Source: an optimization exercise on an open RTL-to-GDS flow (aim: small area, a short achievable clock period and few clock cycles). Production flows keep margins and buffers that such runs may drop. For this run, only the layout was checked, not whether the RTL still works. Power and IR drop assume default switching activity.

[config.mk]
export PLATFORM = sky130hd
export DESIGN_NAME = dbrc
export DESIGN_NICKNAME = dbrc
export VERILOG_FILES = /design/flow/design.v
export SDC_FILE = /design/flow/constraint.sdc
export NUM_CORES = 4
export LEC_CHECK = 0
export CAP_MARGIN = 20
export CORE_MARGIN = 2
export CORE_UTILIZATION = 40
export PLACE_DENSITY = 0.6
export SLEW_MARGIN = 20
[constraint.sdc]
create_clock -name core_clock -period 11.0 [get_ports {clk}]
set_input_delay 2.2000 -clock core_clock [delete_from_list [all_inputs] [get_ports {clk}]]
set_output_delay 2.2000 -clock core_clock [all_outputs]
set_load 0.01 [all_outputs]
[design.v]
module dbrc (
    input  wire         clk,
    input  wire         rst,
    input  wire         cmd_valid,
    output wire         cmd_ready,
    input  wire [127:0] cmd_data,
    output reg          rsp_valid,
    output wire [135:0] rsp_data,
    output wire         alloc_req,
    output wire [31:0]  alloc_count,
    input  wire         alloc_ack,
    input  wire [31:0]  alloc_addr,
    output wire         mem_req,
    output wire         mem_we,
    output wire [31:0]  mem_addr,
    output wire [31:0]  mem_wdata,
    input  wire         mem_gnt,
    input  wire [31:0]  mem_rdata,
    output wire         fatal
);
    localparam [7:0] OP_INIT     = 8'h01;
    localparam [7:0] OP_DESTROY  = 8'h02;
    localparam [7:0] OP_RASTER   = 8'h10;
    localparam [7:0] OP_PENDFLIP = 8'h20;
    localparam [7:0] OP_FLIPNOW  = 8'h21;
    localparam [7:0] OP_GETBACK  = 8'h30;
    localparam [7:0] OP_MKGFX    = 8'h31;
    localparam [7:0] OP_COPY     = 8'h32;
    localparam [7:0] OP_ISBA     = 8'h40;
    localparam [7:0] OP_SETFG    = 8'h50;
    localparam [7:0] OP_SETBGC   = 8'h51;
    localparam [7:0] OP_BGREF    = 8'h52;
    localparam [7:0] OP_READREG  = 8'h60;
    localparam S_IDLE = 0;
    localparam S_DEC  = 1;
    localparam S_MUL  = 2;
    localparam S_AL   = 3;
    localparam S_RDW  = 4;
    localparam S_RDBG = 5;
    localparam S_WR   = 6;
    localparam S_CPR  = 7;
    localparam S_CPW  = 8;
    localparam S_HALT = 9;
    reg        ready;
    reg [15:0] width_r, height_r, top_line_r;
    reg [31:0] plane_base0, plane_base1;
    reg        active_index, flip_pending;
    reg [31:0] palette0, palette1;
    reg        bg_present;
    reg [31:0] bg_base;
    reg [9:0]  st;
    reg [7:0]  opc_r, sub_r;
    reg        rsvz_r, w1z_r, w2z_r, w3z_r, w2hz_r;
    reg [31:0] w1_r;             
    reg [31:0] dst_ptr;          
    reg [31:0] src_ptr, bg_ptr;
    reg [31:0] addr_r;           
    reg [31:0] wd_r;             
    reg [32:0] word_r;           
    reg [10:0] wc;               
    reg        al2;              
    reg        mreq_r, mwe_r;
    reg [1:0]  stc;
    reg        k_gb, k_r1;
    wire gnt = mem_gnt;
    wire fmt_n = (sub_r == 8'd0) && w1z_r && w2z_r && w3z_r;
    reg legal;
    always @(*) begin
        legal = 1'b0;
        if (rsvz_r) begin
            case (opc_r)
                OP_INIT:     legal = (sub_r <= 8'd1) && w2hz_r && (sub_r[0] || w3z_r);
                OP_DESTROY, OP_PENDFLIP, OP_FLIPNOW,
                OP_GETBACK, OP_MKGFX, OP_COPY:
                             legal = fmt_n;
                OP_RASTER:   legal = (sub_r == 8'd0) && w2hz_r;
                OP_ISBA:     legal = (sub_r <= 8'd3) && w1z_r && w2z_r && w3z_r;
                OP_SETFG, OP_SETBGC:
                             legal = (sub_r == 8'd0) && w2z_r && w3z_r;
                OP_BGREF:    legal = (sub_r == 8'd1) ? (w1z_r && w2z_r) :
                                     (sub_r == 8'd0) ? (w1z_r && w2z_r && w3z_r) : 1'b0;
                OP_READREG:  legal = (sub_r <= 8'd9) && w1z_r && w2z_r && w3z_r;
                default:     legal = 1'b0;
            endcase
        end
    end
    wire is_init = (opc_r == OP_INIT);
    wire is_ras  = (opc_r == OP_RASTER);
    wire is_copy = (opc_r == OP_COPY);
    wire admitted = is_init ? !ready :
                    (opc_r == OP_READREG) ? 1'b1 : ready;
    wire ok = legal && admitted;
    wire [31:0] front_base = active_index ? plane_base1 : plane_base0;
    wire [31:0] back_base  = active_index ? plane_base0 : plane_base1;
    function in_window(input [31:0] a);
        in_window = (a[31:20] == 12'h200) || (a[31:20] == 12'h400);
    endfunction
    wire [16:0] local_s    = {1'b0, word_r[15:0]} - {1'b0, top_line_r};
    wire        local_zero = (local_s == 17'd0);
    wire        in_range   = !local_s[16] && (local_s[15:0] < height_r);
    wire        flip_step  = is_ras && local_zero && flip_pending;
    wire        act_after  = active_index ^ flip_step;
    wire sel_plane = (sub_r[1:0] == 2'd0) ? 1'b0 :
                     (sub_r[1:0] == 2'd1) ? 1'b1 :
                     (sub_r[1:0] == 2'd2) ? active_index : ~active_index;
    wire [31:0] sel_base = sel_plane ? plane_base1 : plane_base0;
    wire wpl_nz      = (width_r[15:5] != 11'd0);
    wire wpl_nz_init = (w1_r[15:5] != 11'd0);
    wire back_in_win = in_window(back_base);
    wire d_init  = ok && is_init;
    wire d_mul   = ok && ((is_init && wpl_nz_init) || (is_ras && in_range && wpl_nz));
    wire d_al    = ok && is_init && !wpl_nz_init;
    wire d_copy  = ok && is_copy && wpl_nz && (height_r != 16'd0);
    wire d_halt  = ok && (opc_r == OP_MKGFX) && !back_in_win;
    wire d_resp  = !(d_mul || d_al || d_copy || d_halt);
    wire d_gb    = ok && ((opc_r == OP_GETBACK) || ((opc_r == OP_MKGFX) && back_in_win));
    wire d_rr    = ok && (opc_r == OP_READREG);
    wire d_isba  = ok && (opc_r == OP_ISBA);
    wire d_clear = ok && (opc_r == OP_DESTROY);
    reg [31:0] reg_value;
    always @(*) begin
        case (sub_r[3:0])
            4'd0: reg_value = {28'd0, bg_present, flip_pending, active_index, ready};
            4'd1: reg_value = {16'd0, width_r};
            4'd2: reg_value = {16'd0, height_r};
            4'd3: reg_value = {21'd0, width_r[15:5]};
            4'd4: reg_value = {16'd0, top_line_r};
            4'd5: reg_value = plane_base0;
            4'd6: reg_value = plane_base1;
            4'd7: reg_value = palette0;
            4'd8: reg_value = palette1;
            4'd9: reg_value = bg_base;
            default: reg_value = 32'd0;
        endcase
    end
    wire [31:0] r0_val = (d_rr ? reg_value : 32'd0) | (d_gb ? back_base : 32'd0) |
                         {31'd0, d_isba && in_window(sel_base)};
    wire mul_end   = (wc[10:1] == 10'd0);
    wire row_end   = (word_r[32:2] == 31'd0);       
    wire last_word = (wc == 11'd1);
    wire last_row  = (bg_ptr[17:2] == 16'hFFFE);    
    wire bg0_rd    = bg_present && !mem_rdata[0];   
    wire bg_next   = bg_present && !word_r[1];      
    wire cp_done   = last_word && last_row;
    reg [9:0] nst;
    always @(*) begin
        nst[S_IDLE] = (st[S_IDLE] && !cmd_valid) ||
                      (st[S_DEC] && d_resp) ||
                      (st[S_AL] && alloc_ack && al2) ||
                      (st[S_WR] && gnt && row_end && last_word) ||
                      (st[S_CPW] && gnt && cp_done);
        nst[S_DEC]  = st[S_IDLE] && cmd_valid;
        nst[S_MUL]  = (st[S_DEC] && d_mul) || (st[S_MUL] && !mul_end);
        nst[S_AL]   = (st[S_DEC] && d_al) || (st[S_MUL] && mul_end && is_init) ||
                      (st[S_AL] && !(alloc_ack && al2));
        nst[S_RDW]  = (st[S_MUL] && mul_end && !is_init) || (st[S_RDW] && !gnt) ||
                      (st[S_WR] && gnt && row_end && !last_word);
        nst[S_RDBG] = (st[S_RDW] && gnt && bg0_rd) || (st[S_RDBG] && !gnt) ||
                      (st[S_WR] && gnt && !row_end && bg_next);
        nst[S_WR]   = (st[S_RDW] && gnt && !bg0_rd) || (st[S_RDBG] && gnt) ||
                      (st[S_WR] && (!gnt || (!row_end && !bg_next)));
        nst[S_CPR]  = (st[S_DEC] && d_copy) || (st[S_CPR] && !gnt) ||
                      (st[S_CPW] && gnt && !cp_done);
        nst[S_CPW]  = (st[S_CPR] && gnt) || (st[S_CPW] && !gnt);
        nst[S_HALT] = (st[S_DEC] && d_halt) || st[S_HALT];
    end
    wire [29:0] src_add = st[S_MUL] ? (wc[0] ? word_r[29:0] : 30'd0) : 30'd1;
    wire [29:0] bg_add  = st[S_MUL] ? {(wc[0] ? word_r[24:0] : 25'd0), 5'd0} : 30'd1;
    wire [29:0] src_sum = src_ptr[31:2] + src_add;
    wire [29:0] bg_sum  = bg_ptr[31:2] + bg_add;
    wire [29:0] dst_inc = dst_ptr[31:2] + 30'd1;
    reg [31:0] src_d, bg_d, dst_d;
    always @(*) begin
        if (st[S_DEC])
            src_d = is_init ? 32'd0 : (act_after ? plane_base1 : plane_base0);
        else if (st[S_MUL] || ((st[S_RDW] || st[S_CPR]) && gnt))
            src_d = {src_sum, src_ptr[1:0]};
        else
            src_d = src_ptr;
        if (st[S_DEC])
            bg_d = is_copy ? {14'd0, ~height_r, 2'd0} : bg_base;
        else if (st[S_MUL] || (st[S_WR] && gnt) || (st[S_CPW] && gnt && last_word))
            bg_d = {bg_sum, bg_ptr[1:0]};
        else
            bg_d = bg_ptr;
        if (st[S_IDLE])
            dst_d = cmd_data[31:0];
        else if (st[S_DEC] && is_copy)
            dst_d = back_base;
        else if ((st[S_WR] || st[S_CPW]) && gnt)
            dst_d = {dst_inc, dst_ptr[1:0]};
        else
            dst_d = dst_ptr;
    end
    assign cmd_ready   = st[S_IDLE];
    assign fatal       = st[S_HALT];
    assign alloc_req   = st[S_AL];
    assign alloc_count = {2'd0, src_ptr[31:2]};
    assign mem_req     = mreq_r;
    assign mem_we      = mwe_r;
    assign mem_addr    = addr_r;
    assign mem_wdata   = wd_r;
    wire [31:0] r1 = {16'd0, width_r[15:5] & {11{k_r1}}, width_r[4:0] & {5{k_gb}}};
    wire [31:0] r3 = {21'd0, width_r[15:5] & {11{k_gb}}};
    assign rsp_data = {6'd0, stc, wd_r, r1, w1_r, r3};
    wire pix_bit = st[S_RDW] ? mem_rdata[0] : word_r[1];
    wire [31:0] pal_pix = pix_bit ? palette1 : palette0;
    always @(posedge clk) begin
        src_ptr <= src_d;
        bg_ptr  <= bg_d;
        dst_ptr <= dst_d;
        addr_r  <= nst[S_RDBG] ? bg_d :
                   (nst[S_WR] || nst[S_CPW]) ? dst_d : src_d;
        if (st[S_IDLE]) begin
            opc_r  <= cmd_data[127:120];
            sub_r  <= cmd_data[119:112];
            rsvz_r <= (cmd_data[111:96] == 16'd0);
            w1z_r  <= (cmd_data[95:64] == 32'd0);
            w2z_r  <= (cmd_data[63:32] == 32'd0);
            w3z_r  <= (cmd_data[31:0] == 32'd0);
            w2hz_r <= (cmd_data[63:48] == 16'd0);
        end
        if (st[S_IDLE])
            w1_r <= cmd_data[95:64];
        else if (st[S_DEC] && !(ok && is_ras))
            w1_r <= d_gb ? {16'd0, height_r} : 32'd0;
        if (st[S_IDLE])
            word_r[15:0] <= cmd_data[47:32];
        else if (st[S_DEC])
            word_r <= {17'd0, is_init ? w1_r[31:16] : local_s[15:0]};
        else if (st[S_MUL])
            word_r <= {word_r[31:0], 1'b0};
        else if (st[S_RDW])
            word_r <= {1'b1, mem_rdata};
        else if (st[S_WR] && gnt)
            word_r <= {1'b0, word_r[32:1]};
        if (st[S_DEC])
            wd_r <= r0_val;
        else if (st[S_RDW] || (st[S_WR] && gnt && !row_end))
            wd_r <= pal_pix;
        else if (st[S_RDBG] || st[S_CPR])
            wd_r <= mem_rdata;
        else if ((st[S_WR] || st[S_CPW]) && gnt)
            wd_r <= 32'd0;
        if (st[S_DEC])
            wc <= is_init ? w1_r[15:5] : width_r[15:5];
        else if (st[S_MUL])
            wc <= mul_end ? width_r[15:5] : {1'b0, wc[10:1]};
        else if ((st[S_WR] && gnt && row_end) || (st[S_CPW] && gnt))
            wc <= last_word ? width_r[15:5] : wc - 11'd1;
        if (st[S_DEC])
            al2 <= 1'b0;
        else if (st[S_AL] && alloc_ack)
            al2 <= 1'b1;
        if (st[S_DEC]) begin
            stc  <= !legal ? 2'd1 : !admitted ? 2'd2 : 2'd0;
            k_gb <= d_gb;
            k_r1 <= d_gb || (ok && is_ras && in_range);
        end
    end
    always @(posedge clk) begin
        if (rst) begin
            st        <= 10'd1 << S_IDLE;
            rsp_valid <= 1'b0;
            mreq_r    <= 1'b0;
            mwe_r     <= 1'b0;
        end else begin
            st        <= nst;
            rsp_valid <= !st[S_IDLE] && nst[S_IDLE];
            mreq_r    <= nst[S_RDW] || nst[S_RDBG] || nst[S_WR] || nst[S_CPR] || nst[S_CPW];
            mwe_r     <= nst[S_WR] || nst[S_CPW];
        end
        if (rst || (st[S_DEC] && d_clear)) begin
            ready        <= 1'b0;
            width_r      <= 16'd0;
            height_r     <= 16'd0;
            top_line_r   <= 16'd0;
            plane_base0  <= 32'd0;
            plane_base1  <= 32'd0;
            active_index <= 1'b0;
            flip_pending <= 1'b0;
            palette0     <= 32'd0;
            palette1     <= 32'd0;
            bg_present   <= 1'b0;
            bg_base      <= 32'd0;
        end else begin
            if (st[S_DEC] && d_init) begin
                width_r      <= w1_r[15:0];
                height_r     <= w1_r[31:16];
                top_line_r   <= word_r[15:0];
                palette0     <= 32'h00000000;
                palette1     <= 32'hFFFFFFFF;
                active_index <= 1'b0;
                flip_pending <= 1'b0;
                bg_present   <= sub_r[0];
                bg_base      <= dst_ptr;           
                ready        <= 1'b1;
            end
            if (st[S_DEC] && ok) begin
                case (opc_r)
                    OP_RASTER: begin
                        if (local_zero) begin
                            flip_pending <= 1'b0;
                            active_index <= act_after;
                        end
                    end
                    OP_PENDFLIP: flip_pending <= 1'b1;
                    OP_FLIPNOW:  active_index <= ~active_index;
                    OP_SETFG:    palette1 <= w1_r;
                    OP_SETBGC:   palette0 <= w1_r;
                    OP_BGREF: begin
                        bg_present <= sub_r[0];
                        bg_base    <= dst_ptr;         
                    end
                    default: ;
                endcase
            end
            if (st[S_AL] && alloc_ack) begin
                if (al2) plane_base1 <= alloc_addr;
                else     plane_base0 <= alloc_addr;
            end
        end
    end
endmodule
[run.sh]
#!/bin/bash
# synth_recipe.tcl (not shown) runs the flow's synth.tcl, then flattens the netlist and writes it again
# the make line also repeats each setting of config.mk as NAME=value (left out here)
make -C /OpenROAD-flow-scripts/flow DESIGN_CONFIG=/design/flow/config.mk WORK_HOME=/design/flow/orfs CLKGATE_MAP_FILE= SYNTH_SCRIPT=/design/flow/synth_recipe.tcl finish
==> Flow_metrics.wiki <==
{| class="wikitable"
! Metric !! Value
|-
| Most crowded layer after global routing || met1
|-
| Total negative slack for setup checks || 0 ps
|-
| Area of the multi-input gates || between 15,000 and 20,000 um2
|-
| Yosys cell types || 94
|-
| Die height || 277 um
|-
| Floorplan Core Area || 74,200 um2
|-
| Total global-route track usage || between 30% and 40%
|-
| Number of H-tree levels || 2
|-
| Number of antenna violations at the first check in global routing || 2
|-
| HP Start || src_ptr[1]
|-
| Die X || approximately 280 um
|-
| IO Pins || ~440
|-
| Slew Limit Headroom || between 20% and 30%
|-
| Largest area contributor in the netlist || sky130_fd_sc_hd__dfxtp_1
|-
| Number of antenna-violating nets in the routed design || 0
|-
| Type of the worst min-delay path || reg2reg
|-
| Final Net Count || 4,216
|-
| Ratio of cells with drive above 1 in the final layout || between 6 and 7%
|-
| Max-slew violation count || 0
|-
| Synth top area cells || sky130_fd_sc_hd__dfxtp_1 (24%), sky130_fd_sc_hd__edfxtp_1 (13%), sky130_fd_sc_hd__nand2_1 (7.9%), sky130_fd_sc_hd__a21oi_1 (6.4%), sky130_fd_sc_hd__ha_1 (3.7%)
|-
| Buffers from clock root to sink, at most || 3
|-
| Worst reg2reg setup slack || roughly 5500 ps
|-
| Worst Hold Depth || 2
|-
| Nature of the critical path startpoint || flop
|-
| Post-CTS setup repair buffer count || 0
|-
| Wire length of the first global-routing pass || approximately 190 mm
|-
| Clock insertion delay at the later pin of the skew report || 660 ps
|-
| Slowest Stage Delay on Critical Path || just over 800 ps
|-
| Clock slew seen by the registers of the worst setup and hold paths || approximately 70 ps
|-
| Worst Hold End || src_ptr[1]
|-
| Most used DFF post-synth || sky130_fd_sc_hd__dfxtp_1
|-
| Number of buffers and inverters on the critical path || 2
|-
| R2R depth || 11
|-
| Family with the most delay on the worst path || simple AND/OR/NAND/NOR gates
|-
| FF+latch area || 11,100 um2
|-
| Max cap viols || 0
|-
| Fraction of registers with async set/reset || 0%
|-
| Startpoint of the most critical register-to-register path || opc_r[0]
|-
| Gate count after technology mapping || 3,752
|-
| Mean cell area of the mapped netlist || 7.97 um2
|-
| Minimum clock period || ~5500 ps
|-
| Final global-route overflow total || 0
|-
| Root Buffer Master || sky130_fd_sc_hd__clkbuf_16
|-
| Number of hold buffers added after CTS || 0
|-
| Worst setup path category || reg2reg
|-
| RSZ-0062 raised after global routing || no
|-
| Detailed Place HPWL || around 100 mm
|-
| Maximum frequency from static timing analysis || ~180 MHz
|-
| Number of iterations in the first detailed-routing pass || 7
|-
| Worst Skew || 36.3 ps
|-
| Area of the mapped netlist || approximately 30,000 um2
|-
| Cell occurring most often along the worst timing path || sky130_fd_sc_hd__buf_4
|-
| Master of the slowest instance on the critical path || sky130_fd_sc_hd__buf_4
|-
| DR vias || around 31,000
|-
| Number of instances resized during post-cts repair || 0
|-
| Capturing element type of the critical path || flop
|-
| Crit path DAT || ~6000 ps
|-
| Critical-path maximum fanout || 90
|-
| Area of the die || between 70,000 and 80,000 um2
|-
| TritonCTS clock tree || built
|-
| Pin count of the biggest net entering global routing || 113
|-
| Global routing met1 resource utilization || 48.7%
|-
| Count of flip-flops with a built-in enable after synthesis || ~130
|-
| Top cell type's share of synthesized area || between 20% and 30%
|-
| Status || finished clean
|-
| Initial Utilization || about two fifths
|-
| Worst-Margin Slew || approximately 1200 ps
|-
| Finish-stage setup viols || 0
|-
| Power density of the placed cells || between 100 and 150 nW/um2
|-
| Iteration-0 DRC count of the detailed router || between 4,000 and 5,000
|-
| Leakage || roughly 13 nW
|-
| Cell types with the highest counts after synthesis || sky130_fd_sc_hd__nand2_1 (630), sky130_fd_sc_hd__a21oi_1 (384), sky130_fd_sc_hd__dfxtp_1 (354), sky130_fd_sc_hd__nor2_1 (259), sky130_fd_sc_hd__clkbuf_1 (211)
|-
| Post-detailed-route DRC marker count || 0
|-
| Routed vias/inst || 6.20
|-
| Input/output buffers || a little under 400
|-
| YS warnings || 1
|-
| Reg2Reg Capture Point || palette1[13]
|-
| Routed length per instance || around 27 um
|-
| Sequential cell area fraction in the yosys report || between 30% and 40%
|-
| Global routing usage on met2 || a little under half
|-
| Clock sink count || approximately 490
|-
| Drt total wl || 135 mm
|-
| Vias in the first global route || roughly 27,000
|-
| Most used standard cell by instance count after synthesis || sky130_fd_sc_hd__nand2_1
|-
| Site Rows || 100
|-
| Final period utilization || ~50%
|-
| Final hold violation count || 0
|-
| Routability congestion estimate || between 0.9 and 1
|-
| Post-Route Hold Slack || 452 ps
|-
| Peak supply drop || 131 uV
|-
| Filler cell count in the final layout || 7,388
|-
| Register bit count reported by yosys || roughly 500
|-
| Area growth syn-to-layout || 20.1%
|-
| Met3 Track Usage GR || 10.3%
|-
| Critical Path RT || 11,490 ps
|-
| Total CTS buffers || 57
|-
| Critical Path, Cell by Cell || nor4b_1 > nand3b_1 > buf_4 > and2_1 > a311o_1 > nor3_2 > o21ai_1 > nor2_1 > a21o_4 > buf_4 > nor3_1
|}
## through the flow
stage | instances | cell area [um2] | setup WS, ps | util, % | total power, mW
after global placement | 4836 | 33800 | 5560 | 45.6 | 2.66
after global routing | 4946 | 35900 | 5150 | 48.4 | 4.84
after detailed placement | 4837 | 33900 | 5470 | 45.6 | 2.66
final | 4947 | 35900 | 5490 | 48.4 | 4.71
after CTS | 4945 | 35900 | 5630 | 48.4 | 4.70
after floorplan | 3796 | 30100 | 6410 | - | 2.37
## flip-flops by register name, summed over array words and instances (netlist names), 2 cells and up
signal / cells
word_r: 33
addr_r: 32
bg_base: 32
bg_ptr: 32
dst_ptr: 32
palette0: 32
palette1: 32
plane_base0: 32
plane_base1: 32
src_ptr: 32
w1_r: 32
wd_r: 32
height_r: 16
top_line_r: 16
width_r: 16
wc: 11
st: 10
opc_r: 8
sub_r: 8
stc: 2
## metal layers
metal,vias up,wire [um]
li1,13800,-
met1,14600,57200
met2,2019,54600
met3,259,18600
met4,2,4490
met5,-,12
## final cells by class
type / instances / area share, %
Timing Repair Buffer: 444 / 12.1
Antenna cell: 1 / 0.00697
Inverter: 69 / 0.721
Tap cell: 969 / 3.38
Clock inverter: 33 / 1.15
Clock buffer: 75 / 4.48
Multi-Input combinational cell: 2869 / 47.3
Sequential cell: 487 / 30.9
## worst register-to-register path: cells and delay by family, from the launching register on
kind,cells,cell delay (ps)
flops,1,780
simple gates,6,2150
compound gates,3,1130
buf+inv,2,1310
## layout by cell type (no fill, tap or decap), drive strengths merged, types with 12 or more instances in the layout
master and count:
o21ai 174, and2 60, nand2 630, or2 16
clkinv 21, conb 45, a221oi 59, a211oi 33
clkbuf 75, and3 67, nor4 63, a41oi 12
buf 55, a21oi 384, o21a 20, clkdlybuf4s50 389
nor2 260, nand2b 25, dfxtp 354, a22oi 67
or3 22, mux2i 63, o211ai 21, ha 89
mux2 61, a31oi 44, a21o 43, o31ai 22
inv 71, a222oi 16, nor3 114, a22o 13
o22ai 18, nand4 31, nor2b 20, nand3 166
xnor2 53, xor2 38, edfxtp 133
## where the power goes
part,switching (mW),internal (mW)
registers,0.120,1.92
logic,0.354,0.255
clock network,0.848,1.22
total,1.32,3.39
## kinds of logic (layout without fill, tap and decap cells)
| group | after synthesis | in the layout | share of synthesized area, % |
|---|---|---|---|
| AND/OR/NAND/NOR | 1510 | 1510 | 23.3 |
| AO/OA/AOI/OAI | 1008 | 1008 | 21.4 |
| flip-flops | 487 | 487 | 37.1 |
| buffers and inverters | 440 | 621 | 7.07 |
| multiplexers | 124 | 124 | 4.53 |
| adder cells (fa/ha/maj) | 91 | 91 | 3.86 |
| XOR/XNOR | 91 | 91 | 2.67 |
| other | 1 | 46 | 0.0125 |
## worst max-delay path by stage
stage / startpoint / to / depth (start not counted)
2_1_floorplan: mem_gnt / wd_r[0] / 6
3_3_place_gp: mem_gnt / addr_r[31] / 13
3_5_place_dp: mem_gnt / addr_r[31] / 13
4_1_cts: st[2] / bg_ptr[31] / 14
5_1_grt: st[2] / bg_ptr[31] / 14
6_report: opc_r[0] / palette1[13] / 11

==> separate check: timing with driven ports <==
How much do the figures lean on ideal ports? The routed layout below was timed once more, with nothing changed but the port constraints.
Step 1, drivers: a clkbuf_16 drives clk and a buf_2 each remaining input, both assumed.
Step 2 times the ports against the registers' clock, not the clock port: input delays grow and output delays shrink by t, the midpoint of the rising clock arrivals with the driver on.
Three values: ideal, step 1, step 2; two values: the first two.
t, ns: 0.707
setup slack, ns: 5.490 / 5.490 / 5.337
hold slack, ns: 0.452 / 0.452 / 0.452
worst setup path after step 2: input to register
cell pins on the clock port's net: 1
After both steps this run still meets setup and hold. The setup slack of this run moves by 0.000 ns with the drivers and by -0.153 ns with both steps.
